Context: an optimization exercise on an open-source flow, tuned for small area, a short achievable clock period and few clock cycles. The choices shown serve that exercise and are no tape-out recipe.
Where RTL was checked, it was by simulation tests only, not by an equivalence proof against the original.
Power is estimated from default activity; no workload was simulated.

Design tickdeb, start of the top module:
module tickdeb (
    input  wire         clk,
    input  wire         rst,              
    input  wire [31:0]  cfg_clk_hz,
    input  wire         cfg_policy,       
    input  wire         cfg_map,          
    input  wire         cfg_timer_model,  
    input  wire         cfg_preempt,      
    input  wire [4:0]   cfg_n,
    input  wire [3:0]   cfg_init_stage,
    input  wire [511:0] cfg_dur,          
    input  wire [31:0]  cfg_dur_rel,
    input  wire [31:0]  cfg_dur_held,
    input  wire         in_valid,
    input  wire [63:0]  in_word,
    output wire         in_ready,
    output reg          resp_valid,
    output reg  [1:0]   resp_status,      
    output reg  [31:0]  resp_data         
);
    localparam [1:0] ST_NEXT = 2'd0, ST_FAULT = 2'd1, ST_NOSTEP = 2'd2;
    localparam [2:0] PH_BOOT = 3'd0, PH_STABLE = 3'd1, PH_SETTLING = 3'd2,
                     PH_STALL = 3'd3, PH_RP_DISABLE = 3'd4, PH_RP_LOAD = 3'd5,
                     PH_RP_CLEAR = 3'd6, PH_RP_ENABLE = 3'd7;
    localparam [2:0] F_ILLEGAL_OP = 3'd1, F_SEQUENCE = 3'd2, F_PERIOD_RANGE = 3'd3,
                     F_SPURIOUS_IRQ = 3'd4, F_UNBOUND = 3'd5, F_TIMER_UNCFG = 3'd6,
                     F_CONFIG_INVALID = 3'd7;
    reg         rdy;
    reg         rst_q;
    reg         va;
    reg  [7:0]  opc;
    reg  [3:0]  fa;
    reg         fahz, fcz;
    reg  [7:0]  fb;
    reg         imeq, imzh, imzl, im0;
    reg         map_q, pol_q, tm_q, pre_q, hznz_q;
    reg  [4:0]  n_q;
    reg  [3:0]  cnt;
    reg  [31:0] xl;           
    reg  [31:0] y;            
    reg  [1:0]  newp_sel;     
    reg         en, mode, pending, ie, gie, hbound;
    reg  [31:0] tv;           
    reg         conf, cand;
    reg  [2:0]  fgph;
    reg  [3:0]  bootix;
    reg  [3:0]  stage;
    reg  [15:0] ntrans;
    reg  [7:0]  dir0, pur0, dir1, pur1;
    reg  [2:0]  fault;
    reg  [7:0]  fopc;
    reg         held;         
    reg  [23:0] qh;
    reg  [9:0]  rh;
    reg  [3:0]  hcnt;
    reg  [9:0]  cr;
    reg         covf;
    reg  [31:0] dsel;         
    reg  [4:0]  bi;
    reg  [1:0]  cj;           
    reg         qrdy;
    assign in_ready = rdy;
    wire hvalid = (hcnt == 4'd0);
    wire cfg_valid = hznz_q &&
                     (map_q ? !pol_q
                            : (n_q >= 5'd1 && n_q <= 5'd16 && {1'b0, cfg_init_stage} < n_q));
  ...
export LEC_CHECK = 0
export CAP_MARGIN = 20
export CORE_MARGIN = 2
export CORE_UTILIZATION = 40
export SLEW_MARGIN = 20
create_clock -name core_clock -period 80.0 [get_ports {clk}]
standard.sh (not shown) runs the stock make flow with config.mk's settings and CLKGATE_MAP_FILE= SYNTH_SCRIPT=/design/flow/synth_recipe.tcl, a recipe that flattens the netlist after the stock synthesis.
==> flow/flow/run.sh <==
#!/bin/bash
set -euo pipefail
export BUFFER_PORTS_ARGS="-buffer_cell sky130_fd_sc_hd__buf_1"
bash standard.sh finish > standard_flow.log 2>&1
Testbench counts at the start, summed over its fixed seeds: cycles 49,229.
Change:
--- a/flow/design.v
+++ b/flow/design.v
@@ -189,23 +189,23 @@
                            (dsel[15:8]  != 8'd0) ? 5'd15 : 5'd7;
     wire        mb       = dsel[bi];
     wire [31:0] st_q;
     wire [9:0]  st_r;
     wire        st_ovf;
     tickdeb_s2t u_s2t (.q(y), .r(cr), .ovf(covf), .b(mb), .qh(qh), .rh(rh),
                        .q_o(st_q), .r_o(st_r), .ovf_o(st_ovf));
     wire        st_small = (st_q[31:1] == 31'd0);
     wire [31:0] st_clamp = st_ovf ? 32'hFFFF_FFFF :
                            st_small ? 32'd2 : st_q;
     wire        cv_step  = (cj == 2'd2) && (!mb || hvalid);
-    wire        cv_last  = cv_step && (bi == 5'd0);
+    wire        cv_last  = cv_step && ((bi == 5'd0) || st_ovf);
     reg [23:0] qh_n;
     reg [9:0]  rh_n;
     reg [10:0] ht;
     integer k;
     always @(*) begin
         qh_n = qh;
         rh_n = rh;
         for (k = 0; k < 2; k = k + 1) begin
             ht = {rh_n, qh_n[23]};
             if (ht >= 11'd1000) begin
                 rh_n = ht - 11'd1000;
Outcome: The changed run completed with no timing, DRC or antenna violations; die area came out higher slightly; synthesized area went up slightly; first-iteration DRC count falls by a little under a tenth; wire length drops by a few percent; setup slack improves by 0.27 ns.
Testbench counts after the change, summed over its fixed seeds: cycles 48,653.

========
oak:
tickdeb, a different RTL version from the one above (not shown whole).
For scale: about 3100 cells after synthesis, about 350 flip-flops, ~720 I/O pins, about 24000 um2 of cells after synthesis.
export LEC_CHECK = 0
export CAP_MARGIN = 20
export CORE_MARGIN = 2
export CORE_UTILIZATION = 40
export SLEW_MARGIN = 20
create_clock -name core_clock -period 80.0 [get_ports {clk}]
Scripts as last shown in full above: flow/flow/run.sh
The following lists how pine was set up differently from oak:
-- flow/design.v --
<<< oak, line 81
    reg  [9:0]  cr;
    reg         covf;
    reg  [31:0] dsel;         
    reg  [4:0]  bi;
    reg  [1:0]  cj;           
    reg         qrdy;
    assign in_ready = rdy;
>>> pine, line 81
    reg  [9:0]  cr;
    reg         covf;
    reg         mb;
    reg  [4:0]  bi;
    reg  [1:0]  cj;           
    reg  [2:0]  zf;
    reg         qrdy;
    assign in_ready = rdy;
<<< oak, line 185
        tgt_word = tgt_word | (cfg_dur_rel & {32{row_sel[16]}}) | (cfg_dur_held & {32{row_sel[17]}});
    end
    wire [4:0]  start_ix = (dsel[31:24] != 8'd0) ? 5'd31 :
                           (dsel[23:16] != 8'd0) ? 5'd23 :
                           (dsel[15:8]  != 8'd0) ? 5'd15 : 5'd7;
    wire        mb       = dsel[bi];
    wire [31:0] st_q;
    wire [9:0]  st_r;
>>> pine, line 186
        tgt_word = tgt_word | (cfg_dur_rel & {32{row_sel[16]}}) | (cfg_dur_held & {32{row_sel[17]}});
    end
    wire [4:0]  start_ix = !zf[2] ? 5'd31 : !zf[1] ? 5'd23 : !zf[0] ? 5'd15 : 5'd7;
    wire [4:0]  fetch_ix = (cj == 2'd1) ? start_ix : (bi - 5'd1);
    wire [31:0] col_sel  = 32'd1 << fetch_ix;
    wire        fetch_b  = |(tgt_word & col_sel);
    wire [31:0] st_q;
    wire [9:0]  st_r;
<<< oak, line 324
            hcnt <= hcnt - 4'd1;
        end
        dsel <= tgt_word;
        if (do_reset) begin
            cj <= 2'd0;
>>> pine, line 325
            hcnt <= hcnt - 4'd1;
        end
        if (do_reset) begin
            cj <= 2'd0;
<<< oak, line 333
                    cr   <= 10'd0;
                    covf <= 1'b0;
                    cj   <= 2'd1;
                end
                2'd1: begin
                    bi   <= start_ix;
                    cj   <= 2'd2;
>>> pine, line 333
                    cr   <= 10'd0;
                    covf <= 1'b0;
                    zf   <= {tgt_word[31:24] == 8'd0, tgt_word[23:16] == 8'd0,
                             tgt_word[15:8] == 8'd0};
                    cj   <= 2'd1;
                end
                2'd1: begin
                    mb   <= fetch_b;
                    bi   <= start_ix;
                    cj   <= 2'd2;
<<< oak, line 341
                default: begin
                    if (cv_step) begin
                        bi <= bi - 5'd1;
                        if (cv_last) begin
>>> pine, line 344
                default: begin
                    if (cv_step) begin
                        mb <= fetch_b;
                        bi <= bi - 5'd1;
                        if (cv_last) begin
A critical-path cell with the highest stage delay of dfxtp_1 is what oak shows, while mux2i_2 belongs to pine. Total power of pine is lower than that of oak. Delta (pine minus oak): synthesized area closely matched the old numbers; maximum single-stage delay on the critical path grew by 0.20 ns; static power due to leakage decreased 0.00013 uW; final-layout clock-cell area share saw little to no change. Global-route usage for pine: 1.6 points up relative to oak. Looking at oak and pine, the non-clock buffer count is a wash.
Testbench counts of pine, summed over its fixed seeds: cycles 49,229.
Function not checked in oak: the RTL went through the layout flow alone.

## what the ideal ports hide
In the flow no input, the clock included, has a driving cell. The finished layouts below were timed again as built, in two steps.
Step 1 (the two cells are an assumption about what drives the block):
set clk [get_ports {clk}]
set_driving_cell -lib_cell sky130_fd_sc_hd__clkbuf_16 $clk
set_driving_cell -lib_cell sky130_fd_sc_hd__buf_2 [delete_from_list [all_inputs] $clk]
Step 2 also shifts input and output timing later by t, the mid clock arrival at the registers, as if the neighbouring blocks saw the same clock.
Three values: no drivers, after step 1, after step 2; two values: the first two.
run | t, ns | setup slack, ns | worst setup path at the end | worst slew at a driven data input, ns
the first run of note 1 | 0.643 | 62.610 / 62.631 / 62.009 | input to register | 0.33
the second run of note 1 | 0.635 | 62.881 / 62.820 / 62.359 | input to register | 0.35
oak | 0.654 | 62.704 / 62.642 / 62.197 | input to register | 0.42
pine | 0.619 | 61.555 / 61.583 / 60.963 | input to register | 0.39
After both steps every run listed still meets setup and hold. The setup slack of the first run of note 1, which loses most, moves by +0.021 ns with the drivers and by -0.601 ns with both steps.
